Source: an optimization exercise on an open RTL-to-GDS flow (aim: small area, a short achievable clock period and few clock cycles). Production flows keep margins and buffers that such runs may drop. The RTL was checked by simulation tests, not by an equivalence proof against the original design.

==> flow/design.v (outline; a module is shown in full before it is edited, if it fits) <==
// module als_div: 776 lines
// module als_codec: 134 lines
// module als_core: 1900 lines
module als_core (
    input  wire        clk,
    input  wire        rst,           
    input  wire        cmd_valid,
    input  wire [31:0] cmd_cw,
    input  wire [31:0] cmd_opd,
    output reg         busy,
    output reg         rsp_valid,
    output reg  [2:0]  rsp_status,
    output wire [31:0] rsp_result
);
  // ...
==> flow/flow/run.sh <==
#!/bin/bash
# The standard layout, with two changes: Yosys does not map adders to
# full-adder cells (ADDER_MAP_FILE empty, so ABC maps that logic with the
# rest), and the port buffers are buf_4 cells instead of the default
# clkdlybuf4s50_1 delay cells. Synthesis script, floorplan, power grid,
# placement, CTS and routing are standard.sh unchanged.
set -euo pipefail
export BUFFER_PORTS_ARGS="-buffer_cell sky130_fd_sc_hd__buf_4"
export ADDER_MAP_FILE=
bash standard.sh > standard_make.log 2>&1
==> flow/standard.sh <==
#!/bin/bash
# synth_recipe.tcl (not shown) runs the flow's synth.tcl, then flattens the netlist and writes it again
# the make line also repeats each setting of config.mk as NAME=value (left out here)
make -C /OpenROAD-flow-scripts/flow DESIGN_CONFIG=/design/flow/config.mk WORK_HOME=/design/flow/orfs CLKGATE_MAP_FILE= SYNTH_SCRIPT=/design/flow/synth_recipe.tcl "${@:-finish}"
==> flow/config.mk <==
export PLATFORM = sky130hd
export DESIGN_NAME = als_core
export DESIGN_NICKNAME = als_core
export VERILOG_FILES = /design/flow/design.v
export SDC_FILE = /design/flow/constraint.sdc
export NUM_CORES = 4
export LEC_CHECK = 0
export ABC_AREA = 1
export CAP_MARGIN = 20
export CORE_MARGIN = 2
export CORE_UTILIZATION = 40
export SETUP_SLACK_MARGIN = 5.0
export SLEW_MARGIN = 20
==> flow/constraint.sdc <==
create_clock -name core_clock -period 10.0 [get_ports {clk}]
set_input_delay 2.0000 -clock core_clock [delete_from_list [all_inputs] [get_ports {clk}]]
set_output_delay 2.0000 -clock core_clock [all_outputs]
set_load 0.01 [all_outputs]
==> reports/metrics.cfg, run 1 <==
[outcome]
status = no timing/DRC/antenna violations

[cts]
cts_tree = done
cts_resized = 304
root_buffer = clkbuf_16
cts_num_sinks = 108

[detailed_routing]
remaining_drc_errors = 0
routed_wl_um = 194000
wl_per_cell_um = 19.3
vias = 57500
wl_met3_um = 26900

[final_layout]
num-fill-cells = 11100
nNonClkBuffers = 344
drive_gt1_share_pct = 13.7
multi_input_gates = 7182

[critical_path]
reg2reg_from = bneg[1]$_SDFFE_PP0N_
endpoint_kind = flip-flop
cp_slowest_cell = a21boi_4
cp_top_family = simple AND/OR/NAND/NOR gates
worstPathArrival_ns = 5.35
crit_path_max_incr_delay_ns = 0.36
start_kind = input port
worst-path-stages = 21

[placement]
place_ws_ns = 3.54
io_buffers = 98

[sta]
holdWs_ns = 0.468
hold_viol = 0
drv_slew = 0
period_minus_slack_ns = 5.06

[global_route]
grt_overflow = 0

[floorplanning]
rows = 117

[worst_hold_path]
hold_depth = 2
min-delay-start = bone[0]$_SDFFE_PP0N_

[synthesis]
synth_fa_ha_area_share_pct = 0.0732

Testbench counts, summed over its fixed seeds: cycles 8,288.
==> run 2, diff against run 1 <==
==> flow/flow/run.sh (replaced) <==
#!/bin/bash
# The standard layout (standard.sh, unchanged) with two settings:
# - SYNTH_ARGS=-noabc: Yosys's synth command skips its quick ABC pass, so
#   the full adders are extracted from the RTL's own carry-save trees (the
#   final ABC mapping with the flow's script still runs). Registers and
#   their names are those of the standard synthesis.
# - the port buffers are buf_4 cells instead of the default
#   clkdlybuf4s50_1 delay cells; every port is still buffered.
set -euo pipefail
export SYNTH_ARGS=-noabc
export BUFFER_PORTS_ARGS="-buffer_cell sky130_fd_sc_hd__buf_4"
bash standard.sh > standard_make.log 2>&1
--- a/flow/config.mk
+++ b/flow/config.mk
@@ -9,5 +9,5 @@
 export CAP_MARGIN = 20
 export CORE_MARGIN = 2
 export CORE_UTILIZATION = 40
-export SETUP_SLACK_MARGIN = 5.0
+export SETUP_SLACK_MARGIN = 4.0
 export SLEW_MARGIN = 20
==> run 2 against run 1 <==
  * Setup slack got worse by 0.77 ns
  * Via count decreased by 44%
  * Synthesized cell count decreased by 48%
  * Cell count decreased by 45%
  * First-iteration DRC count decreased by 58%
  * Clock-buffer cell count decreased by 1
  * Final area decreased by 27%
  * Non-clock buffer count decreased by 143
  * Critical path depth decreased by 3
  * Global-route usage decreased by 4.4 points
==> reports/metrics.cfg, run 2 <==
[outcome]
status = no timing/DRC/antenna violations

[critical_path]
crit_path_max_incr_delay_ns = 0.89  ; +0.53 ns
cp_common_cell = fa_1
cp_data_required_time_ns = 10.35
critical_path_class = flip-flop to flip-flop
endpoint_kind = flip-flop
cp_slowest_cell = dfxtp_2
start_kind = flip-flop
worstPathArrival_ns = 6.18  ; +0.83 ns
cp_max_fo = 23
cp_cell_sequence = buf_4 > xor2_1 > fa_1 > fa_1 > fa_1 > fa_1 > ha_1 > nand2_1 > nor2_1 > inv_1 > nor4_2 > nand3_1 > nand3_1 > a21o_1 > a21oi_1 > o21ai_0 > nand2_1 > inv_1

[detailed_routing]
vias_per_cell = 5.82
remaining_drc_errors = 0  ; unchanged
vias = 32100  ; -44%
first_pass_iters = 9
first_iter_violations = 2915
routed_wl_um = 126000  ; -35%
ant_nets = 0
wl_per_cell_um = 22.8  ; +19%

[synthesis]
synth_top_area_share_pct = 26.2
synth_fa_ha_area_share_pct = 34.6  ; +35 points
yosysTopAreaCell = fa_1
yosysSeqAreaShare_pct = 6.81
netlist_area_um2 = 31700
synth_seq_cells = 108
synth_compound_area_share_pct = 17.8
synthTopCellsByCount = nand2_1, inv_1, fa_1
async_flop_share_pct = 0
synth_cells = 4451
synthXorXnorAreaFrac_pct = 9.32
synth_mux_area_share_pct = 0.284
synthTopCellsByArea = fa_1, nand2_1, xor2_1
yosys.area_share.simple_pct = 20.6
yosys_warnings = 3
synthDistinctLibCells = 66
synth_top_flop_cell = dfxtp_1
syn_area_per_cell_um2 = 7.13
yosysMostFrequentCell = nand2_1
synth_top_family_by_area = adder cells
synth_edf_count = 0

[cts]
cts_tree = done
cts_buffers = 9
h-tree-depth = 3
ctsHoldBuffers = 0
clock_latency_ns = 0.41
root_buffer = clkbuf_16
cts_buffer_depth = 2
cts_num_sinks = 108  ; unchanged
path_clk_slew_ns = 0.09

[global_route]
grt_pass1_wl_um = 192000
grt_overflow = 0  ; unchanged
grt_max_degree = 55
grt_pass1_vias = 32100
antenna_found_initial = 0
grt_usage_pct = 30.4

[floorplanning]
io_pins = 104
dieArea_um2 = 81600
die_x_um = 286
die_h_um = 286
core_um2 = 78700
rows = 103  ; -12%
start_util_pct = 40.3

[final_layout]
nets = 5151
top_register = acc
num-fill-cells = 8179  ; -26%
largest_reg_flops = 43
fin_area_um2 = 34700
fin_util_pct = 44.1
diodes = 0
layout_common_cells = nand2_1, inv_1, fa_1
top_regs = acc (43), res_val (25)
areaGrowthSynthToFinish_pct = 9.29
drive_gt1_share_pct = 8.70  ; -5.0 points
final_common_cell = nand2_1

[sta]
max_freq_mhz = 172
hold_viol = 0  ; unchanged
setup_violations = 0
fin_crit_sh_pct = 58.3
timing.final.ws_setup_ns = 4.17
worst_pin_slew_ns = 1.14
fin_tns_setup_ns = 0
period_minus_slack_ns = 5.83  ; +0.773 ns
clock_skew_ns = 0.0161
drv_slew = 0  ; unchanged
rsz0062_at_grt = true
slew_headroom_pct = 23.4

[placement]
io_buffers = 98  ; unchanged
place_area_um2 = 33400
place_ws_ns = 3.01  ; -0.525 ns
dp_hpwl_um = 96800
gp_congestion = 1.03

[run]
drv_cap = 0

[worst_hold_path]
hold_class = flip-flop to flip-flop

run 2: cell count changes after synthesis, moves of 66 or more:
cell      delta
nand2_1   -3074
nand3_1    -703
fa_1       +415
inv_1      -343
nor2_1     -309
o22ai_1    +261
ha_1       +215
xor2_1     +115
buf_2      -106
o21ai_1    -104
clkbuf_1    +93
buf_4       -90
a21oi_1     -68
nand2_2     -66
run 2: timing repair:
item                                    in CTS  in global routing
buffers inserted                            17                 28
endpoints found under the hold margin        0                  0
pin swaps                                    0                  6
endpoints found under the setup margin      69                 76
cloned                                       0                  1
gates resized for setup                     46                117
run 2: worst max-delay path, delay by kind of cell (launching register included):
kind	cells	cell delay [ns]
DFF	1	0.89
and+or+nand+nor	6	1.15
AOI/OAI and AO/OA	3	0.40
adders and majority gates	5	2.31
buffers and inverters	3	0.77
xor gates and xnor gates	1	0.24
run 2: logic make-up after synthesis:
kind of cell | after synthesis
muxes | 9
and+or+nand+nor | 1531
xor gates and xnor gates | 337
AOI/OAI and AO/OA | 961
DFF | 108
buffers and inverters | 874
adders and majority gates | 630
other | 1
run 2: metal layers:
layer,share of wire [%],GRT usage (%)
met2,47,50.7
met1,39,37.9
met4,6.2,16.6
met3,7.8,4.58
met5,0,0
run 2: stage by stage:
step | cells | hold slack, ns
after global placement | 5447 | 0.450
final | 5509 | 0.468
after CTS | 5480 | 0.467
after global routing | 5509 | 0.495
after floorplan | 4455 | 0.427
after detailed placement | 5447 | 0.452
run 2: final cells by class:
class	count	area [um^2]	area share (%)
inverter	661	2630	7.58
tap	1050	1310	3.79
sequential	108	2190	6.30
multi-input combinational	3473	26500	76.4
clock buffer	9	225	0.649
timing repair buffer	201	1740	5.01
clock inverter	7	77.6	0.224
run 2: final timing paths:
kind	end	from	slack (ns)	depth (start not counted)
max	acc[39]$_SDFFE_PP0P_	bneg[7]$_SDFFE_PP0N_	4.17	18
min	btwo[5]$_SDFFE_PP0N_	btwo[5]$_SDFFE_PP0N_	0.47	2
max reg2reg	acc[39]$_SDFFE_PP0P_	bneg[7]$_SDFFE_PP0N_	4.17	18
min reg2reg	btwo[5]$_SDFFE_PP0N_	btwo[5]$_SDFFE_PP0N_	0.47	2
==> run 3, diff against run 2 <==
--- a/flow/config.mk
+++ b/flow/config.mk
@@ -5,7 +5,6 @@
 export SDC_FILE = /design/flow/constraint.sdc
 export NUM_CORES = 4
 export LEC_CHECK = 0
-export ABC_AREA = 1
 export CAP_MARGIN = 20
 export CORE_MARGIN = 2
 export CORE_UTILIZATION = 40
==> run 3 against run 2 <==
  * Routed wire length is 9.7% lower
  * Highest routed layer is now met5
  * Synthesized area is 7.0% lower
  * Setup slack worse by 0.44 ns
==> reports/metrics.cfg, run 3 <==
[critical_path]
worstPathArrival_ns = 6.57  ; +0.39 ns
endpoint_kind = flip-flop
start_kind = input port
cp_max_fo = 5  ; -78%
cp_data_required_time_ns = 10.31  ; -0.04 ns
reg2reg_from = acc[26]$_SDFFE_PP0P_
r2r_setup_slack_ns = 3.83  ; -0.34 ns
critical_path_class = input port to flip-flop
rr_worst_depth = 22  ; +4
r2r-end = acc[41]$_SDFFE_PP0P_

[detailed_routing]
vias = 27700  ; -14%
vias_per_cell = 6.35  ; +9.1%
routed_wl_um = 114000  ; -9.7%
first_pass_iters = 7  ; -2
remaining_drc_errors = 0  ; unchanged
ant_nets = 0  ; unchanged
first_iter_violations = 2924  ; +0.31%
wl_per_cell_um = 26.0  ; +14%

[cts]
cts_tree = done
cts_buffer_depth = 2  ; unchanged
clock_latency_ns = 0.42  ; about the same
path_clk_slew_ns = 0.09  ; about the same
cts_buffers = 9  ; unchanged
ctsHoldBuffers = 0  ; unchanged
h-tree-depth = 3  ; unchanged
root_buffer = clkbuf_16
cts_num_sinks = 108  ; unchanged

[sta]
drv_slew = 0  ; unchanged
setup_violations = 0  ; unchanged
timing.final.ws_setup_ns = 3.73  ; -0.438 ns
hold_viol = 0  ; unchanged
slew_headroom_pct = 24.6  ; +1.2 points
clock_skew_ns = 0.0196  ; +0.00343 ns
period_minus_slack_ns = 6.27  ; +0.438 ns
max_freq_mhz = 160  ; -7.0%
rsz0062_at_grt = true
worst_pin_slew_ns = 1.10  ; -0.0338 ns
holdWs_ns = 0.479  ; +0.0110 ns
fin_crit_sh_pct = 62.7  ; +4.4 points
fin_tns_setup_ns = 0  ; unchanged

[synthesis]
async_flop_share_pct = 0  ; unchanged
synth_seq_cells = 108  ; unchanged
synthTopCellsByArea = fa_1, xnor2_1, ha_1
yosysTopAreaCell = fa_1
yosysMostFrequentCell = fa_1
synth_top_area_share_pct = 28.1  ; +2.0 points
synthTopCellsByCount = fa_1, xnor2_1, a22oi_1
syn_area_per_cell_um2 = 8.83  ; +24%
yosysSeqAreaShare_pct = 7.32  ; +0.51 points
netlist_area_um2 = 29500  ; -7.0%
yosys_warnings = 3  ; unchanged
synth_top_flop_cell = dfxtp_1
synth_edf_count = 0  ; unchanged
synth_cells = 3342  ; -25%
synthDistinctLibCells = 106  ; +61%

[floorplanning]
start_util_pct = 40.5  ; +0.16 points
die_x_um = 276  ; -3.5%
dieArea_um2 = 76000  ; -6.9%
die_h_um = 276  ; -3.5%
core_um2 = 73000  ; -7.3%
io_pins = 104  ; unchanged
rows = 99  ; -3.9%

[global_route]
grt_pass1_wl_um = 171000  ; -11%
grt_usage_pct = 29.5  ; -0.95 points
antenna_found_initial = 2  ; +2
grt_pass1_vias = 27400  ; -14%
grt_max_degree = 52  ; -5.5%
grt_overflow = 0  ; unchanged

[run]
drv_cap = 0  ; unchanged

[placement]
place_area_um2 = 31300  ; -6.2%
dp_hpwl_um = 77800  ; -20%
io_buffers = 98  ; unchanged
place_ws_ns = 2.47  ; -0.545 ns
gp_congestion = 0.929  ; -9.5%

[final_layout]
top_register = acc
nets = 4093  ; -21%
layout_common_cells = fa_1, xnor2_1, a22oi_1
num-fill-cells = 6821  ; -17%
regArea_um2 = 2290  ; +4.6%
fin_area_um2 = 35400  ; +1.9%
final_common_cell = fa_1
largest_reg_flops = 43  ; unchanged
drive_gt1_share_pct = 21.8  ; +13 points
areaGrowthSynthToFinish_pct = 19.8
top_regs = acc (43), res_val (25)
multi_input_area_um2 = 27000  ; +1.9%
diodes = 0  ; unchanged

[worst_hold_path]
hold_class = flip-flop to flip-flop
hold_end = res_b16$_SDFFE_PP0P_
hold_depth = 1  ; -1
min-delay-start = res_b16$_SDFFE_PP0P_

[outcome]
status = no timing/DRC/antenna violations

==> run 3: cell count changes in the layout (fill, tap and decap cells not counted), moves of 39 or more <==
cell,previous run,this run
nand2_1,808,137
inv_1,587,209
nor3_1,27,66
nor2_1,315,152
o21ai_0,229,103
xor2_1,320,47
o22ai_1,353,13
a21oi_1,209,133
xnor2_1,16,318
buf_4,175,267
a211oi_1,3,47
a22oi_1,8,290
nand3_1,225,38
a22o_1,0,49
==> run 3: timing repair <==
action                                  in CTS  in global routing
pin swaps                                  100                108
endpoints found under the setup margin      76                 64
buffers inserted                           128                 34
resized for setup                          279                193
gates cloned                                 9                  2
==> run 3: cells by family (layout without fill, tap and decap cells) <==
group,count (synthesis),count (layout),share of synthesized area (%)
compound gates,987,987,23.8
xor+xnor,379,379,11.2
fa+ha+maj,630,630,37.2
buf+inv,551,606,7.15
flops,108,108,7.32
mux,65,65,2.86
other cells,1,5,0.0127
simple gates,621,621,10.4
==> run 3: worst max-delay path, stage by stage <==
cell	delay (ns)
buf_16	0.09
clkinvlp_4	0.12
buf_6	0.14
buf_12	0.13
fa_1	0.49
inv_2	0.05
fa_2	0.35
fa_1	0.53
fa_1	0.47
ha_4	0.28
nor2b_4	0.12
o21ai_1	0.18
a21oi_2	0.10
o41ai_4	0.38
o21ai_2	0.11
o41a_1	0.37
a31o_4	0.25
or2_0	0.19
a41o_1	0.20
==> run 3: cell type report <==
cell class	instances	share of cell area (%)
multi-input combinational	2687	76.5
timing repair buffer	349	9.89
sequential	108	6.46
tap	959	3.39
inverter	240	2.92
clock buffer	9	0.637
clock inverter	7	0.226
timing repair inverter	1	0.0212
==> run 3: metal layers <==
metal  part of all wire, %  vias up  GRT usage [%]
met1                    39    13700           38.3
met5                 0.023        -              0
met2                    47     1616           48.3
li1                      -    12000              -
met4                   4.5        4           11.5
met3                   9.6      351           5.73
==> run 3: worst max path at each step <==
stage | start | end | slack (ns) | depth (start not counted)
2_1_floorplan | cmd_opd[13] | res_val[23]$_SDFFE_PP0P_ | 3.68 | 17
3_3_place_gp | btwo[1]$_SDFFE_PP0N_ | acc[41]$_SDFFE_PP0P_ | 2.53 | 20
3_5_place_dp | btwo[1]$_SDFFE_PP0N_ | acc[41]$_SDFFE_PP0P_ | 2.47 | 20
4_1_cts | bone[2]$_SDFFE_PP0N_ | acc[33]$_SDFFE_PP0P_ | 3.82 | 22
5_1_grt | cmd_opd[13] | res_val[23]$_SDFFE_PP0P_ | 3.59 | 19
6_report | cmd_opd[13] | res_val[23]$_SDFFE_PP0P_ | 3.73 | 19
==> run 3: through the flow <==
| step | util [%] | instances |
|---|---|---|
| 2_1_floorplan | - | 3346 |
| 4_1_cts | 46.8 | 4324 |
| 5_1_grt | 48.5 | 4360 |
| 3_5_place_dp | 42.9 | 4171 |
| 6_report | 48.5 | 4360 |
| 3_3_place_gp | 42.9 | 4171 |
==> run 4, diff against run 3 <==
--- a/flow/config.mk
+++ b/flow/config.mk
@@ -5,8 +5,9 @@
 export SDC_FILE = /design/flow/constraint.sdc
 export NUM_CORES = 4
 export LEC_CHECK = 0
+export ABC_AREA = 1
 export CAP_MARGIN = 20
 export CORE_MARGIN = 2
 export CORE_UTILIZATION = 40
-export SETUP_SLACK_MARGIN = 4.0
+export SETUP_SLACK_MARGIN = 4.5
 export SLEW_MARGIN = 20
==> run 4 against run 3 <==
  * Still clean on timing, DRC and antenna
  * Register-to-register slack better by 0.80 ns
  * Via count is 18% higher
  * Critical path depth shrank 1
  * Utilization decreased by 0.26 points
  * Sequential share of layout area is 0.69 points lower
==> reports/metrics.cfg, run 4 <==
[final_layout]
areaGrowthSynthToFinish_pct = 19.6
final_common_cell = nand2_1
top_regs = acc (43), res_val (25)
nets = 5253  ; +28%
largest_reg_flops = 43  ; unchanged
num-fill-cells = 7923  ; +16%
diodes = 0  ; unchanged
top_register = acc
drive_gt1_share_pct = 17.8  ; -4.0 points
fin_util_pct = 48.2  ; -0.26 points
layout_common_cells = nand2_1, inv_1, fa_1

[critical_path]
r2r-end = acc[36]$_SDFFE_PP0P_
worst-path-stages = 18  ; -1
cp_data_required_time_ns = 10.28  ; -0.03 ns
start_kind = input port
rr_worst_depth = 21  ; -4.5%
cp-endpoint = res_val[19]$_SDFFE_PP0P_
reg2reg_from = btwo[1]$_SDFFE_PP0N_
worstPathArrival_ns = 5.76  ; -0.81 ns
critical_path_class = input port to flip-flop
cp_top_family = adder cells
crit_path_max_incr_delay_ns = 0.60  ; +0.07 ns
r2r_setup_slack_ns = 4.63  ; +0.80 ns
cp_max_fo = 17  ; +12
startpoint = cmd_opd[11]
cp_cell_sequence = buf_16 > inv_16 > buf_4 > fa_1 > inv_1 > ha_1 > inv_1 > fa_1 > fa_2 > ha_4 > a21o_1 > a31oi_1 > o21ai_2 > a21oi_1 > nand2_2 > or2_2 > nand3_1 > a21oi_1
cp_slowest_cell = fa_2
critPathBufInv = 5  ; unchanged
endpoint_kind = flip-flop

[global_route]
grt_pass1_wl_um = 195000  ; +14%
grt_overflow = 0  ; unchanged
grt_usage_pct = 31.0  ; +1.6 points
grt_max_degree = 43  ; -17%
grt_pass1_vias = 32600  ; +19%
antenna_found_initial = 0  ; -2

[sta]
fin_crit_sh_pct = 54.8  ; -7.8 points
clock_skew_ns = 0.0143  ; -0.00532 ns
max_freq_mhz = 182  ; +14%
worst_pin_slew_ns = 0.934  ; -0.168 ns
rsz0062_at_grt = true
period_minus_slack_ns = 5.48  ; -0.783 ns
timing.final.ws_setup_ns = 4.52  ; +0.783 ns
fin_tns_setup_ns = 0  ; unchanged
hold_viol = 0  ; unchanged
drv_slew = 0  ; unchanged
setup_violations = 0  ; unchanged
slew_headroom_pct = 37.7  ; +13 points

[synthesis]
synth_top_area_share_pct = 26.2  ; -2.0 points
yosysSeqAreaShare_pct = 6.81  ; -0.51 points
synthDistinctLibCells = 66  ; -38%
synth_top_flop_cell = dfxtp_1
yosysTopAreaCell = fa_1
synthTopCellsByArea = fa_1, nand2_1, xor2_1
async_flop_share_pct = 0  ; unchanged
netlist_area_um2 = 31700  ; +7.5%
synth_seq_cells = 108  ; unchanged
yosys_warnings = 3  ; unchanged
synthTopCellsByCount = nand2_1, inv_1, fa_1
syn_area_per_cell_um2 = 7.13  ; -19%
yosysMostFrequentCell = nand2_1
synth_cells = 4451  ; +33%
synth_edf_count = 0  ; unchanged

[placement]
io_buffers = 98  ; unchanged
place_ws_ns = 3.16  ; +0.696 ns
gp_congestion = 1.02  ; +9.6%
dp_hpwl_um = 97800  ; +26%

[detailed_routing]
vias_per_cell = 5.85  ; -8.0%
wl_per_cell_um = 23.6  ; -9.5%
first_pass_iters = 8  ; +1
routed_wl_um = 132000  ; +17%
ant_nets = 0  ; unchanged
first_iter_violations = 3019  ; +3.2%
vias = 32800  ; +18%
remaining_drc_errors = 0  ; unchanged

[floorplanning]
io_pins = 104  ; unchanged
die_h_um = 286  ; +3.6%
dieArea_um2 = 81600  ; +7.4%
core_um2 = 78700  ; +7.9%
rows = 103  ; +4.0%
start_util_pct = 40.3  ; -0.16 points
die_x_um = 286  ; +3.6%

[cts]
ctsHoldBuffers = 0  ; unchanged
h-tree-depth = 3  ; unchanged
path_clk_slew_ns = 0.09  ; about the same
cts_buffers = 9  ; unchanged
cts_tree = done
cts_num_sinks = 108  ; unchanged
cts_buffer_depth = 2  ; unchanged
root_buffer = clkbuf_16
clock_latency_ns = 0.41  ; about the same

[worst_hold_path]
hold_class = flip-flop to flip-flop
min-delay-start = btwo[4]$_SDFFE_PP0N_

[outcome]
status = no timing/DRC/antenna violations

[run]
drv_cap = 0  ; unchanged

==> run 4: cell count changes after synthesis, moves of 193 or more <==
cell,before,now
xnor2_1,329,16
nand2_1,141,820
nand3_1,42,235
a22oi_1,314,8
inv_1,230,598
xor2_1,50,320
o22ai_1,15,353
==> run 4: worst min path at each step <==
stage,end,slack [ns],cells past startpoint
3_5_place_dp,bneg[1]$_SDFFE_PP0N_,0.44,2
6_report,btwo[4]$_SDFFE_PP0N_,0.47,2
5_1_grt,bneg[1]$_SDFFE_PP0N_,0.48,2
4_1_cts,bneg[1]$_SDFFE_PP0N_,0.47,2
2_1_floorplan,res_b16$_SDFFE_PP0P_,0.43,2
3_3_place_gp,bneg[1]$_SDFFE_PP0N_,0.43,2
==> run 4: cell type report <==
type / count / area [um^2] / area share, %
Clock inverter: 7 / 91.3 / 0.241
Multi-Input combinational cell: 3473 / 28500 / 75.1
Sequential cell: 108 / 2190 / 5.78
Inverter: 661 / 2710 / 7.13
Timing Repair Buffer: 303 / 2940 / 7.73
Clock buffer: 9 / 225 / 0.593
Tap cell: 1050 / 1310 / 3.46
==> run 4: logic make-up after synthesis <==
family | after synthesis | share of synthesized area, %
and+or+nand+nor | 1531 | 20.6
AOI/OAI and AO/OA | 961 | 17.8
buffers and inverters | 874 | 10.5
adders and majority gates | 630 | 34.6
xor gates and xnor gates | 337 | 9.32
DFF | 108 | 6.81
muxes | 9 | 0.284
other | 1 | 0.0118
==> run 4: repair_timing <==
item | 4_1_cts | 5_1_grt
setup buffers | 56 | 85
gates cloned | 1 | 2
hold endpoints to repair | 0 | 0
endpoints found under the setup margin | 86 | 93
gates resized for setup | 204 | 437
pin swaps | 25 | 120
==> run 4: routing by layer <==
layer | share of wire (%) | wire, um | global-route usage, % | up-vias
li1 | - | - | - | 14800
met2 | 46 | 61500 | 51.8 | 1800
met5 | 0 | 0 | 0 | -
met4 | 7.4 | 9760 | 18.9 | 0
met3 | 7.7 | 10200 | 4.18 | 471
met1 | 38 | 50800 | 38.1 | 15700
==> run 4: worst register-to-register path, stage by stage, from the launching register on <==
cell     delay, ns
dfxtp_1       0.33
inv_1         0.08
buf_8         0.29
o22ai_1       0.17
xor2_1        0.18
fa_1          0.56
fa_1          0.46
fa_1          0.43
fa_1          0.54
fa_1          0.46
ha_4          0.33
nand2_1       0.12
nor2_2        0.12
inv_1         0.08
nor2_2        0.15
inv_1         0.10
nor4_4        0.17
a21oi_2       0.15
o21ai_2       0.23
a21oi_1       0.09
o21ai_0       0.13
a21oi_1       0.09
==> run 4: metrics by stage <==
stage | hold slack, ns | std cells | area [um^2]
3_5_place_dp | 0.436 | 5451 | 33700
5_1_grt | 0.484 | 5611 | 38000
2_1_floorplan | 0.427 | 4455 | 32000
6_report | 0.467 | 5611 | 38000
4_1_cts | 0.467 | 5524 | 35300
3_3_place_gp | 0.432 | 5451 | 33700
==> run 5, diff against run 4 <==
--- a/flow/config.mk
+++ b/flow/config.mk
@@ -9,5 +9,6 @@
 export CAP_MARGIN = 20
 export CORE_MARGIN = 2
 export CORE_UTILIZATION = 40
-export SETUP_SLACK_MARGIN = 4.5
+export GPL_ROUTABILITY_DRIVEN = 0
+export SETUP_SLACK_MARGIN = 4.25
 export SLEW_MARGIN = 20
==> run 5 against run 4 <==
  * Cell count fell by 1.2%
  * Still clean
  * Non-clock buffer count fell by 70
  * Critical path type unchanged
  * Highest routed layer unchanged
  * Sequential cell count did not move
  * Final area fell by 5.8%
  * Critical endpoint is now bone[3]$_SDFFE_PP0N_
  * Critical path depth rose by 6
  * First-iteration DRC count rose by 3.0%
==> reports/metrics.cfg, run 5 <==
[placement]
place_area_um2 = 33400  ; -0.75%
place_ws_ns = 3.17  ; +0.00375 ns
dp_hpwl_um = 94100  ; -3.7%
io_buffers = 98  ; unchanged

[final_layout]
areaGrowthSynthToFinish_pct = 12.6
fin_area_um2 = 35700  ; -5.8%
top_register = acc
final_common_cell = nand2_1
layout_common_cells = nand2_1, inv_1, fa_1
fin_util_pct = 45.4  ; -2.8 points
drive_gt1_share_pct = 12.1  ; -5.6 points
largest_reg_flops = 43  ; unchanged
top_regs = acc (43), res_val (25)
diodes = 0  ; unchanged
nets = 5185  ; -1.3%

[critical_path]
start_kind = input port
r2r_setup_slack_ns = 4.42  ; -0.21 ns
worstPathArrival_ns = 5.94  ; +0.18 ns
rr_worst_depth = 23  ; +9.5%
critical_path_class = input port to flip-flop
cp_cell_sequence = buf_16 > clkinvlp_4 > buf_4 > buf_4 > ha_1 > inv_1 > fa_1 > inv_1 > fa_1 > ha_4 > nand2_1 > inv_1 > nand2_1 > nor2_2 > nand4_1 > buf_4 > nand4_1 > buf_4 > and2_1 > nand2_1 > nand3b_1 > ha_1 > nand2_1 > o21ai_0
reg2reg_from = btwo[1]$_SDFFE_PP0N_
r2r-end = acc[37]$_SDFFE_PP0P_
crit_path_max_incr_delay_ns = 0.47  ; -0.13 ns
cp_slowest_cell = fa_1
endpoint_kind = flip-flop
cp_max_fo = 6  ; -11
cp_data_required_time_ns = 10.27  ; about the same

[cts]
cts_num_sinks = 108  ; unchanged
h-tree-depth = 3  ; unchanged
cts_buffer_depth = 2  ; unchanged
ctsHoldBuffers = 0  ; unchanged
cts_tree = done
cts_buffers = 9  ; unchanged
clock_latency_ns = 0.40  ; about the same
root_buffer = clkbuf_16
path_clk_slew_ns = 0.08  ; about the same

[sta]
clock_skew_ns = 0.0109  ; -0.00337 ns
holdWs_ns = 0.453  ; -0.0135 ns
slew_headroom_pct = 32.4  ; -5.4 points
period_minus_slack_ns = 5.68  ; +0.193 ns
setup_violations = 0  ; unchanged
timing.final.ws_setup_ns = 4.32  ; -0.193 ns
drv_slew = 0  ; unchanged
fin_crit_sh_pct = 56.8  ; +1.9 points
rsz0062_at_grt = true
worst_pin_slew_ns = 1.01  ; +0.0766 ns
max_freq_mhz = 176  ; -3.4%
fin_tns_setup_ns = 0  ; unchanged
hold_viol = 0  ; unchanged

[detailed_routing]
first_pass_iters = 6  ; -2
vias_per_cell = 5.83  ; -0.22%
ant_nets = 0  ; unchanged
first_iter_violations = 3109  ; +3.0%
routed_wl_um = 124000  ; -6.2%
wl_per_cell_um = 22.4  ; -5.0%
vias = 32300  ; -1.4%
remaining_drc_errors = 0  ; unchanged

[global_route]
grt_pass1_wl_um = 189000  ; -3.0%
grt_pass1_vias = 32200  ; -1.1%
grt_max_degree = 54  ; +26%
antenna_found_initial = 0  ; unchanged
grt_overflow = 0  ; unchanged
grt_usage_pct = 29.9  ; -1.2 points

[synthesis]
synth_top_area_share_pct = 26.2  ; unchanged
async_flop_share_pct = 0  ; unchanged
netlist_area_um2 = 31700  ; unchanged
syn_area_per_cell_um2 = 7.13  ; unchanged
synth_cells = 4451  ; unchanged
synth_edf_count = 0  ; unchanged
synth_seq_cells = 108  ; unchanged
yosysSeqAreaShare_pct = 6.81  ; unchanged
yosysTopAreaCell = fa_1
yosysMostFrequentCell = nand2_1
synthDistinctLibCells = 66  ; unchanged
yosys_warnings = 3  ; unchanged
synth_top_flop_cell = dfxtp_1
synthTopCellsByCount = nand2_1, inv_1, fa_1
synthTopCellsByArea = fa_1, nand2_1, xor2_1

[floorplanning]
start_util_pct = 40.3  ; unchanged
die_h_um = 286  ; unchanged
io_pins = 104  ; unchanged
core_um2 = 78700  ; unchanged
rows = 103  ; unchanged
dieArea_um2 = 81600  ; unchanged
die_x_um = 286  ; unchanged

[worst_hold_path]
hold_class = flip-flop to flip-flop
min-delay-start = bneg[4]$_SDFFE_PP0N_
hold_end = bneg[4]$_SDFFE_PP0N_
hold_depth = 2  ; unchanged

[run]
drv_cap = 0  ; unchanged

[outcome]
status = no timing/DRC/antenna violations

run 5: cell count changes in the layout (fill, tap and decap cells not counted), moves of 28 or more:
cell	change
ha_1	+32
nand2_2	-40
ha_4	-35
nand2_1	+49
nor2_1	+28
buf_4	-32
run 5: worst max-delay path, delay by kind of cell:
family / cells / cell delay (ns)
simple gates: 9 / 1.11
buf+inv: 9 / 1.12
fa+ha+maj: 5 / 1.64
compound gates: 1 / 0.06
run 5: cell type report:
type | instances | area, um^2
clock inverters | 7 | 57.6
multi-input cells | 3473 | 27200
well taps | 1050 | 1310
inverters | 661 | 2680
flip-flops and latches | 108 | 2190
repair buffers | 233 | 2060
fillers | 8124 | 43000
clock buffers | 9 | 225
repair inverters | 2 | 12.5
run 5: cell families after synthesis:
group	Yosys count	share of synthesized area [%]
simple gates	1531	20.6
compound gates	961	17.8
buf+inv	874	10.5
fa+ha+maj	630	34.6
xor+xnor	337	9.32
flops	108	6.81
mux	9	0.284
other cells	1	0.0118
run 5: per-stage QoR:
step                cells
finish               5543
global route         5543
CTS                  5496
detailed placement   5443
global placement     5443
floorplan            4455
run 5: per-layer routing:
| layer | part of all wire [%] | vias up | GRT usage, % |
|---|---|---|---|
| met4 | 6.3 | 0 | 16.6 |
| li1 | - | 14700 | - |
| met5 | 0 | - | 0 |
| met2 | 46 | 1805 | 49.5 |
| met3 | 8.1 | 429 | 4.45 |
| met1 | 39 | 15400 | 37.3 |
run 5: worst max path at each step:
| stage | from | end | slack [ns] |
|---|---|---|---|
| after floorplan | cmd_opd[13] | res_val[13]$_SDFFE_PP0P_ | 4.26 |
| after global placement | cmd_opd[7] | bone[7]$_SDFFE_PP0N_ | 3.16 |
| after detailed placement | cmd_opd[7] | bone[7]$_SDFFE_PP0N_ | 3.17 |
| after CTS | cmd_opd[13] | bone[7]$_SDFFE_PP0N_ | 4.21 |
| after global routing | cmd_opd[10] | bneg[6]$_SDFFE_PP0N_ | 4.18 |
| final | cmd_opd[10] | bone[3]$_SDFFE_PP0N_ | 4.32 |
run 5: what timing repair did:
item / 4_1_cts / 5_1_grt
gates resized for setup: 120 / 226
pin swaps: 7 / 39
gates cloned: 3 / 0
buffers inserted: 34 / 47
endpoints found under the setup margin: 81 / 75
==> run 6, diff against run 5 <==
--- a/flow/config.mk
+++ b/flow/config.mk
@@ -9,6 +9,5 @@
 export CAP_MARGIN = 20
 export CORE_MARGIN = 2
 export CORE_UTILIZATION = 40
-export GPL_ROUTABILITY_DRIVEN = 0
 export SETUP_SLACK_MARGIN = 4.25
 export SLEW_MARGIN = 20
==> run 6 against run 5 <==
  * Die area unchanged
  * Still clean
  * Routed wire length rose by 4.7%
  * Final area up 0.11%
  * Worst hold slack improved by 0.016 ns
==> reports/metrics.cfg, run 6 <==
[outcome]
status = no timing/DRC/antenna violations

[synthesis]
yosysSeqAreaShare_pct = 6.81  ; unchanged
synthTopCellsByArea = fa_1, nand2_1, xor2_1
synthDistinctLibCells = 66  ; unchanged
synth_cells = 4451  ; unchanged
yosysTopAreaCell = fa_1
async_flop_share_pct = 0  ; unchanged
netlist_area_um2 = 31700  ; unchanged
synth_seq_cells = 108  ; unchanged
synthTopCellsByCount = nand2_1, inv_1, fa_1
synth_top_area_share_pct = 26.2  ; unchanged
yosysMostFrequentCell = nand2_1
yosys_warnings = 3  ; unchanged
synth_top_flop_cell = dfxtp_1
synth_edf_count = 0  ; unchanged
syn_area_per_cell_um2 = 7.13  ; unchanged

[sta]
setup_violations = 0  ; unchanged
period_minus_slack_ns = 5.61  ; -0.0666 ns
rsz0062_at_grt = true
slew_headroom_pct = 30.5  ; -1.9 points
clock_skew_ns = 0.0185  ; +0.00766 ns
worst_pin_slew_ns = 1.03  ; +0.0208 ns
hold_viol = 0  ; unchanged
fin_crit_sh_pct = 56.1  ; -0.67 points
max_freq_mhz = 178  ; +1.2%
fin_tns_setup_ns = 0  ; unchanged
drv_slew = 0  ; unchanged

[detailed_routing]
vias = 32300  ; -0.065%
remaining_drc_errors = 0  ; unchanged
first_iter_violations = 3108  ; -0.032%
wl_per_cell_um = 23.4  ; +4.6%
first_pass_iters = 8  ; +2
ant_nets = 0  ; unchanged
routed_wl_um = 130000  ; +4.7%
vias_per_cell = 5.82  ; -0.17%

[cts]
root_buffer = clkbuf_16
cts_tree = done
ctsHoldBuffers = 0  ; unchanged
clock_latency_ns = 0.41  ; about the same
cts_num_sinks = 108  ; unchanged
cts_buffers = 9  ; unchanged
cts_buffer_depth = 2  ; unchanged
h-tree-depth = 3  ; unchanged
path_clk_slew_ns = 0.09  ; about the same

[critical_path]
critPathBufInv = 4  ; -5
critical_path_class = input port to flip-flop
worstPathArrival_ns = 5.89  ; -0.05 ns
cp_common_cell = nand2_1
endpoint_kind = flip-flop
cp_top_family = adder cells
crit_path_max_incr_delay_ns = 0.59  ; +0.12 ns
cp_cell_sequence = buf_16 > clkinvlp_4 > buf_4 > ha_4 > inv_2 > fa_2 > fa_1 > fa_1 > ha_4 > a21o_1 > or2_2 > a21oi_2 > nand2_2 > nand2_1 > nand2_1 > or2_2 > nand4_1 > nand2_1 > nand2_2 > a21oi_1
cp_data_required_time_ns = 10.28  ; about the same
start_kind = input port
cp_max_fo = 8  ; +2
cp_slowest_cell = fa_1

[final_layout]
top_regs = acc (43), res_val (25)
diodes = 0  ; unchanged
nets = 5191  ; +0.12%
regArea_um2 = 2200  ; +0.40%
num-fill-cells = 8125  ; +0.012%
drive_gt1_share_pct = 12.1  ; about the same
largest_reg_flops = 43  ; unchanged
final_common_cell = nand2_1
multi_input_area_um2 = 27100  ; -0.24%
fin_area_um2 = 35800  ; +0.11%
layout_common_cells = nand2_1, inv_1, fa_1
areaGrowthSynthToFinish_pct = 12.7
top_register = acc
fin_util_pct = 45.4  ; +0.051 points

[global_route]
grt_max_degree = 51  ; -5.6%
grt_pass1_wl_um = 195000  ; +3.3%
grt_overflow = 0  ; unchanged
antenna_found_initial = 0  ; unchanged
grt_pass1_vias = 32400  ; +0.57%
grt_usage_pct = 31.2  ; +1.4 points

[run]
drv_cap = 0  ; unchanged

[floorplanning]
dieArea_um2 = 81600  ; unchanged
die_h_um = 286  ; unchanged
die_x_um = 286  ; unchanged
io_pins = 104  ; unchanged
core_um2 = 78700  ; unchanged
start_util_pct = 40.3  ; unchanged
rows = 103  ; unchanged

[placement]
place_area_um2 = 33500  ; +0.18%
dp_hpwl_um = 99000  ; +5.2%
io_buffers = 98  ; unchanged
gp_congestion = 1.05

[worst_hold_path]
hold_class = flip-flop to flip-flop

## run 6: through the flow
step / hold slack [ns] / instances / worst slack [ns]
4_1_cts: 0.464 / 5509 / 4.23
6_report: 0.470 / 5549 / 4.39
3_3_place_gp: 0.434 / 5451 / 3.02
2_1_floorplan: 0.427 / 4455 / 4.26
5_1_grt: 0.489 / 5549 / 4.21
3_5_place_dp: 0.444 / 5451 / 2.95
## run 6: worst min-delay path, stage by stage, from the launching register on
cell     delay [ns]
dfxtp_1        0.32
nand2_1        0.06
a21oi_1        0.05
## run 6: layout make-up
type | instances | area share (%)
tap | 1050 | 3.67
clock inverter | 7 | 0.255
timing repair inverter | 7 | 0.140
clock buffer | 9 | 0.629
multi-input combinational | 3473 | 75.8
inverter | 661 | 7.49
sequential | 108 | 6.15
timing repair buffer | 234 | 5.81
## run 6: cells by family (layout without fill, tap and decap cells)
kind of cell | count (synthesis) | after routing | synth area share (%)
fa+ha+maj | 630 | 630 | 34.6
flops | 108 | 108 | 6.81
simple gates | 1531 | 1531 | 20.6
other cells | 1 | 5 | 0.0118
compound gates | 961 | 961 | 17.8
buf+inv | 874 | 918 | 10.5
xor+xnor | 337 | 337 | 9.32
mux | 9 | 9 | 0.284
## run 6: worst paths after layout
path | startpoint | end | slack (ns) | depth (start not counted)
worst max-delay path | cmd_opd[15] | res_val[13]$_SDFFE_PP0P_ | 4.39 | 20
worst min-delay path | acc[10]$_SDFFE_PP0P_ | acc[10]$_SDFFE_PP0P_ | 0.47 | 2
worst min register to register | acc[10]$_SDFFE_PP0P_ | acc[10]$_SDFFE_PP0P_ | 0.47 | 2
worst max register to register | bone[2]$_SDFFE_PP0N_ | acc[36]$_SDFFE_PP0P_ | 4.42 | 20
## run 6: what timing repair did
| item | CTS | global route |
|---|---|---|
| pin swaps | 6 | 26 |
| resized for setup | 122 | 231 |
| gates cloned | 7 | 1 |
| buffers inserted | 35 | 39 |
| endpoints found under the setup margin | 82 | 73 |
## run 6: routing by layer
metal	wire length (um)	track usage [%]	vias to the layer above
met3	9590	4.83	381
met2	60600	51.9	1654
met1	51500	38.6	15600
met5	0	0	-
li1	-	-	14700
met4	8250	18.0	0
==> run 7, diff against run 6 <==
--- a/flow/config.mk
+++ b/flow/config.mk
@@ -9,5 +9,6 @@
 export CAP_MARGIN = 20
 export CORE_MARGIN = 2
 export CORE_UTILIZATION = 40
+export PLACE_DENSITY = 0.75
 export SETUP_SLACK_MARGIN = 4.25
 export SLEW_MARGIN = 20
==> run 7 against run 6 <==
  * Clock skew increased by 0.0027 ns
  * Fmax decreased by 0.87%
  * Largest cell class unchanged
  * Sequential share of layout area decreased by 0.078 points
  * First-iteration DRC count increased by 28%
  * Synthesized cell count unchanged
  * Final area increased by 1.3%
  * Setup slack got worse by 0.049 ns
  * Clock-buffer cell count unchanged
  * Still clean on timing, DRC and antenna
==> reports/metrics.cfg, run 7 <==
[outcome]
status = no timing/DRC/antenna violations

[worst_hold_path]
min-delay-start = btwo[1]$_SDFFE_PP0N_
hold_class = flip-flop to flip-flop

[global_route]
grt_max_degree = 43  ; -16%
grt_pass1_vias = 33500  ; +3.4%
grt_overflow = 0  ; unchanged
met2_usage_pct = 51.1  ; -0.81 points
grt-busiest-layer = met2
grt_pass1_wl_um = 200000  ; +2.3%
grt_usage_pct = 31.9  ; +0.62 points
grt_use_met3_pct = 7.60  ; +2.8 points
antenna_found_initial = 0  ; unchanged
use_met1_pct = 37.5  ; -1.0 points

[final_layout]
final_common_cell = nand2_1
num-fill-cells = 7875  ; -3.1%
top_register = acc
nets = 5217  ; +0.50%
layout_common_cells = nand2_1, inv_1, fa_1
diodes = 0  ; unchanged
top_regs = acc (43), res_val (25)
multi_input_area_um2 = 27400  ; +0.99%
areaGrowthSynthToFinish_pct = 14.2
largest_reg_flops = 43  ; unchanged
drive_gt1_share_pct = 13.9  ; +1.7 points
regArea_um2 = 2200  ; unchanged

[placement]
place_ws_ns = 3.07  ; +0.122 ns
dp_hpwl_um = 97600  ; -1.4%
gp_congestion = 1.06  ; +0.79%
io_buffers = 98  ; unchanged

[cts]
cts_buffer_depth = 2  ; unchanged
clock_latency_ns = 0.41  ; about the same
path_clk_slew_ns = 0.09  ; about the same
cts_buffers = 9  ; unchanged
ctsHoldBuffers = 0  ; unchanged
cts_tree = done
root_buffer = clkbuf_16
h-tree-depth = 3  ; unchanged
cts_num_sinks = 108  ; unchanged

[sta]
setup_violations = 0  ; unchanged
clock_skew_ns = 0.0213  ; +0.00273 ns
period_minus_slack_ns = 5.66  ; +0.0493 ns
slew_headroom_pct = 34.0  ; +3.5 points
rsz0062_at_grt = true
timing.final.ws_setup_ns = 4.34  ; -0.0493 ns
drv_slew = 0  ; unchanged
fin_tns_setup_ns = 0  ; unchanged
max_freq_mhz = 177  ; -0.87%
fin_crit_sh_pct = 56.6  ; +0.49 points
hold_viol = 0  ; unchanged
worst_pin_slew_ns = 0.986  ; -0.0459 ns

[synthesis]
synth_cells = 4451  ; unchanged
synthTopCellsByArea = fa_1, nand2_1, xor2_1
synth_edf_count = 0  ; unchanged
synth_top_flop_cell = dfxtp_1
async_flop_share_pct = 0  ; unchanged
synth_top_area_share_pct = 26.2  ; unchanged
yosysTopAreaCell = fa_1
yosys_warnings = 3  ; unchanged
yosysMostFrequentCell = nand2_1
synthTopCellsByCount = nand2_1, inv_1, fa_1
synth_seq_cells = 108  ; unchanged
syn_area_per_cell_um2 = 7.13  ; unchanged
synthDistinctLibCells = 66  ; unchanged
netlist_area_um2 = 31700  ; unchanged
yosysSeqAreaShare_pct = 6.81  ; unchanged

[floorplanning]
die_x_um = 286  ; unchanged
start_util_pct = 40.3  ; unchanged
dieArea_um2 = 81600  ; unchanged
rows = 103  ; unchanged
io_pins = 104  ; unchanged
die_h_um = 286  ; unchanged
core_um2 = 78700  ; unchanged

[critical_path]
startpoint = cmd_opd[16]
cp_max_fo = 17  ; +9
reg2reg_from = acc[13]$_SDFFE_PP0P_
endpoint_kind = flip-flop
start_kind = input port
critical_path_class = input port to flip-flop
worstPathArrival_ns = 6.00  ; +0.11 ns
cp_data_required_time_ns = 10.34  ; +0.06 ns

[run]
drv_cap = 0  ; unchanged

[detailed_routing]
vias_per_cell = 6.10  ; +4.7%
first_iter_violations = 3990  ; +28%
remaining_drc_errors = 0  ; unchanged
ant_nets = 0  ; unchanged
vias = 34000  ; +5.2%
first_pass_iters = 7  ; -1
wl_per_cell_um = 24.2  ; +3.1%
routed_wl_um = 135000  ; +3.6%

[run 7: cell counts after synthesis]
Identical to the previous run, type by type.
[run 7: final timing paths]
check | slack [ns] | to | cells after the start
worst max-delay path | 4.34 | res_val[2]$_SDFFE_PP0P_ | 19
worst min register to register | 0.47 | btwo[1]$_SDFFE_PP0N_ | 2
worst max register to register | 4.35 | acc[22]$_SDFFE_PP0P_ | 20
worst min-delay path | 0.47 | btwo[1]$_SDFFE_PP0N_ | 2
[run 7: per-layer routing]
layer	wire [um]	vias up
li1	-	14800
met1	47800	15900
met2	59800	2574
met3	15400	758
met4	11700	0
met5	0	-
[run 7: timing repair]
| action | CTS | global route |
|---|---|---|
| buffers inserted | 63 | 49 |
| gates resized for setup | 149 | 278 |
| pin swaps | 8 | 43 |
| setup endpoints to repair | 85 | 77 |
| cloned | 10 | 1 |
[run 7: cells by family (layout without fill, tap and decap cells)]
family | after synthesis | count (layout) | share of synthesized area [%]
xor gates and xnor gates | 337 | 337 | 9.32
other | 1 | 5 | 0.0118
DFF | 108 | 108 | 6.81
and+or+nand+nor | 1531 | 1531 | 20.6
muxes | 9 | 9 | 0.284
adders and majority gates | 630 | 630 | 34.6
AOI/OAI and AO/OA | 961 | 961 | 17.8
buffers and inverters | 874 | 944 | 10.5
[run 7: worst max-delay path, cell delays in order]
cell and delay, ns:
buf_6 0.16, inv_4 0.27, ha_4 0.28, fa_1 0.35, inv_1 0.08, fa_1 0.46
fa_1 0.50, ha_1 0.37, nand2_1 0.09, nor2_1 0.08, o21ai_0 0.10, nand3_2 0.15
nand2_1 0.07, nand2_1 0.17, xor2_1 0.39, a31oi_1 0.14, nand2_1 0.15, nand2_1 0.09
nand2_1 0.08
[run 7: through the flow]
step / utilization [%] / instances / instance area (um^2) / hold WS (ns)
6_report: 46.0 / 5575 / 36200 / 0.470
5_1_grt: 46.0 / 5575 / 36200 / 0.487
3_5_place_dp: 42.4 / 5436 / 33400 / 0.442
2_1_floorplan: - / 4455 / 31800 / 0.427
3_3_place_gp: 42.4 / 5436 / 33400 / 0.437
4_1_cts: 44.1 / 5525 / 34700 / 0.462
[run 7: area by class of cell]
cell class                 count  area share [%]
multi-input combinational   3473            75.6
inverter                     661            7.41
timing repair buffer         257            6.18
sequential                   108            6.07
tap                         1050            3.63
clock buffer                   9           0.621
clock inverter                 7           0.245
timing repair inverter        10           0.207
==> run 8, diff against run 7 <==
--- a/flow/config.mk
+++ b/flow/config.mk
@@ -7,8 +7,9 @@
 export LEC_CHECK = 0
 export ABC_AREA = 1
 export CAP_MARGIN = 20
+export CELL_PAD_IN_SITES_DETAIL_PLACEMENT = 0
+export CELL_PAD_IN_SITES_GLOBAL_PLACEMENT = 0
 export CORE_MARGIN = 2
 export CORE_UTILIZATION = 40
-export PLACE_DENSITY = 0.75
 export SETUP_SLACK_MARGIN = 4.25
 export SLEW_MARGIN = 20
==> run 8 against run 7 <==
  * Still clean
  * Synthesized area unchanged
  * Clock-buffer cell count unchanged
  * Highest routed layer unchanged
==> reports/metrics.cfg, run 8 <==
[sta]
hold_viol = 0  ; unchanged
max_freq_mhz = 178  ; +0.88%
fin_tns_setup_ns = 0  ; unchanged
period_minus_slack_ns = 5.61  ; -0.0493 ns
setup_violations = 0  ; unchanged
rsz0062_at_grt = true
slew_headroom_pct = 30.5  ; -3.5 points
drv_slew = 0  ; unchanged
fin_crit_sh_pct = 56.1  ; -0.49 points
clock_skew_ns = 0.0185  ; -0.00273 ns
holdWs_ns = 0.470  ; -0.000792 ns
worst_pin_slew_ns = 1.03  ; +0.0459 ns

[cts]
root_buffer = clkbuf_16
clock_latency_ns = 0.41  ; about the same
cts_tree = done
h-tree-depth = 3  ; unchanged
cts_buffer_depth = 2  ; unchanged
ctsHoldBuffers = 0  ; unchanged
path_clk_slew_ns = 0.09  ; about the same
cts_num_sinks = 108  ; unchanged
cts_buffers = 9  ; unchanged

[outcome]
status = no timing/DRC/antenna violations

[detailed_routing]
first_iter_violations = 3108  ; -22%
ant_nets = 0  ; unchanged
routed_wl_um = 130000  ; -3.5%
vias_per_cell = 5.82  ; -4.5%
vias = 32300  ; -4.9%
first_pass_iters = 8  ; +1
remaining_drc_errors = 0  ; unchanged
wl_per_cell_um = 23.4  ; -3.1%

[final_layout]
diodes = 0  ; unchanged
num-fill-cells = 8125  ; +3.2%
largest_reg_flops = 43  ; unchanged
layout_common_cells = nand2_1, inv_1, fa_1
regArea_um2 = 2200  ; unchanged
final_common_cell = nand2_1
top_regs = acc (43), res_val (25)
multi_input_area_um2 = 27100  ; -0.98%
areaGrowthSynthToFinish_pct = 12.7
top_register = acc
nets = 5191  ; -0.50%
drive_gt1_share_pct = 12.1  ; -1.7 points

[floorplanning]
core_um2 = 78700  ; unchanged
start_util_pct = 40.3  ; unchanged
rows = 103  ; unchanged
io_pins = 104  ; unchanged
die_h_um = 286  ; unchanged
die_x_um = 286  ; unchanged
dieArea_um2 = 81600  ; unchanged

[synthesis]
synth_edf_count = 0  ; unchanged
synthTopCellsByArea = fa_1, nand2_1, xor2_1
syn_area_per_cell_um2 = 7.13  ; unchanged
yosys_warnings = 3  ; unchanged
yosysMostFrequentCell = nand2_1
netlist_area_um2 = 31700  ; unchanged
synthDistinctLibCells = 66  ; unchanged
synth_top_area_share_pct = 26.2  ; unchanged
synthTopCellsByCount = nand2_1, inv_1, fa_1
yosysSeqAreaShare_pct = 6.81  ; unchanged
synth_top_flop_cell = dfxtp_1
yosysTopAreaCell = fa_1
synth_seq_cells = 108  ; unchanged
synth_cells = 4451  ; unchanged
async_flop_share_pct = 0  ; unchanged

[critical_path]
cp_data_required_time_ns = 10.28  ; -0.06 ns
start_kind = input port
worstPathArrival_ns = 5.89  ; -0.11 ns
critical_path_class = input port to flip-flop
cp_max_fo = 8  ; -9
endpoint_kind = flip-flop
r2r_setup_slack_ns = 4.42  ; +0.07 ns

[run]
drv_cap = 0  ; unchanged

[placement]
gp_congestion = 1.05  ; -0.78%
io_buffers = 98  ; unchanged
dp_hpwl_um = 99000  ; +1.4%

[global_route]
grt_pass1_wl_um = 195000  ; -2.2%
grt_max_degree = 51  ; +19%
grt_overflow = 0  ; unchanged
antenna_found_initial = 0  ; unchanged
grt_pass1_vias = 32400  ; -3.3%
grt_usage_pct = 31.2  ; -0.62 points

[worst_hold_path]
hold_class = flip-flop to flip-flop

==> run 8: cell counts after synthesis <==
No cell type changed its count.
==> run 8: final timing paths <==
check	startpoint	end	cells past startpoint
setup / recovery	cmd_opd[15]	res_val[13]$_SDFFE_PP0P_	20
hold / removal	acc[10]$_SDFFE_PP0P_	acc[10]$_SDFFE_PP0P_	2
setup reg to reg	bone[2]$_SDFFE_PP0N_	acc[36]$_SDFFE_PP0P_	20
hold reg to reg	acc[10]$_SDFFE_PP0P_	acc[10]$_SDFFE_PP0P_	2
==> run 8: through the flow <==
step / util, % / instances / area, um^2 / setup WS [ns]
floorplan: - / 4455 / 31800 / 4.26
global placement: 42.5 / 5451 / 33500 / 3.02
detailed placement: 42.5 / 5451 / 33500 / 2.95
CTS: 43.9 / 5509 / 34500 / 4.23
global route: 45.4 / 5549 / 35800 / 4.21
finish: 45.4 / 5549 / 35800 / 4.39
==> run 8: kinds of logic (layout without fill, tap and decap cells) <==
group	count (synthesis)	in the layout	share of synthesized area (%)
AOI/OAI and AO/OA	961	961	17.8
xor gates and xnor gates	337	337	9.32
adders and majority gates	630	630	34.6
buffers and inverters	874	918	10.5
DFF	108	108	6.81
muxes	9	9	0.284
other	1	5	0.0118
and+or+nand+nor	1531	1531	20.6
==> run 8: final cells by class <==
type,count,share of cell area [%]
Tap cell,1050,3.67
Inverter,661,7.49
Timing Repair inverter,7,0.140
Sequential cell,108,6.15
Clock inverter,7,0.255
Timing Repair Buffer,234,5.81
Clock buffer,9,0.629
Multi-Input combinational cell,3473,75.8
==> run 8: repair_timing <==
action,4_1_cts,5_1_grt
gates resized for setup,122,231
gates cloned,7,1
buffers inserted,35,39
setup endpoints to repair,82,73
pin swaps,6,26
==> run 8: layer usage <==
metal  global-route usage (%)  wire [um]  vias to the layer above
met5                        0          0                        -
met4                     18.0       8250                        0
met3                     4.83       9590                      381
met2                     51.9      60600                     1654
met1                     38.6      51500                    15600
li1                         -          -                    14700
==> run 8: critical path, stage by stage <==
cell and delay [ns]:
buf_16 0.11, clkinvlp_4 0.10, buf_4 0.18, ha_4 0.30, inv_2 0.09, fa_2 0.40
fa_1 0.49, fa_1 0.59, ha_4 0.24, a21o_1 0.18, or2_2 0.30, a21oi_2 0.14
nand2_2 0.08, nand2_1 0.06, nand2_1 0.06, or2_2 0.27, nand4_1 0.09, nand2_1 0.07
nand2_2 0.06, a21oi_1 0.05

[re-timing with driven ports]
The results above use ideal ports. As a check the final layouts listed here were re-extracted and re-timed, cells and wires unchanged. Step 1, drivers: a clkbuf_16 drives clk and a buf_2 each remaining input, both assumed. Step 2 also shifts input and output timing later by t, the mid clock arrival at the registers, as if the neighbouring blocks saw the same clock. Slacks: ideal / step 1 / step 2; pairs: ideal / step 1.
| run | shift t [ns] | slack for setup (ns) | hold WS [ns] | latest minus earliest clock arrival (ns) | slew at the worst register clock pin (ns) |
|---|---|---|---|---|---|
| run 1 | 0.469 | 4.943 / 4.884 / 4.415 | 0.468 / 0.468 / 0.468 | 0.022 / 0.022 | 0.11 / 0.11 |
| run 2 | 0.463 | 4.170 / 4.050 / 3.587 | 0.468 / 0.468 / 0.468 | 0.018 / 0.018 | 0.10 / 0.10 |
| run 3 | 0.463 | 3.732 / 3.633 / 3.170 | 0.479 / 0.479 / 0.479 | 0.020 / 0.020 | 0.10 / 0.10 |
| run 4 | 0.460 | 4.515 / 4.443 / 3.984 | 0.467 / 0.467 / 0.467 | 0.017 / 0.017 | 0.09 / 0.09 |
| run 5 | 0.456 | 4.322 / 4.229 / 3.773 | 0.453 / 0.453 / 0.453 | 0.012 / 0.012 | 0.09 / 0.09 |
| run 6 | 0.465 | 4.389 / 4.363 / 3.898 | 0.470 / 0.470 / 0.470 | 0.020 / 0.020 | 0.09 / 0.09 |
| run 7 | 0.450 | 4.340 / 4.253 / 3.803 | 0.470 / 0.470 / 0.470 | 0.021 / 0.021 | 0.10 / 0.10 |
| run 8 | 0.465 | 4.389 / 4.363 / 3.898 | 0.470 / 0.470 / 0.470 | 0.020 / 0.020 | 0.09 / 0.09 |
After both steps setup and hold are still met in every run listed. For run 2, which loses most, drivers alone change the setup slack by -0.120 ns; drivers and shift together by -0.583 ns.
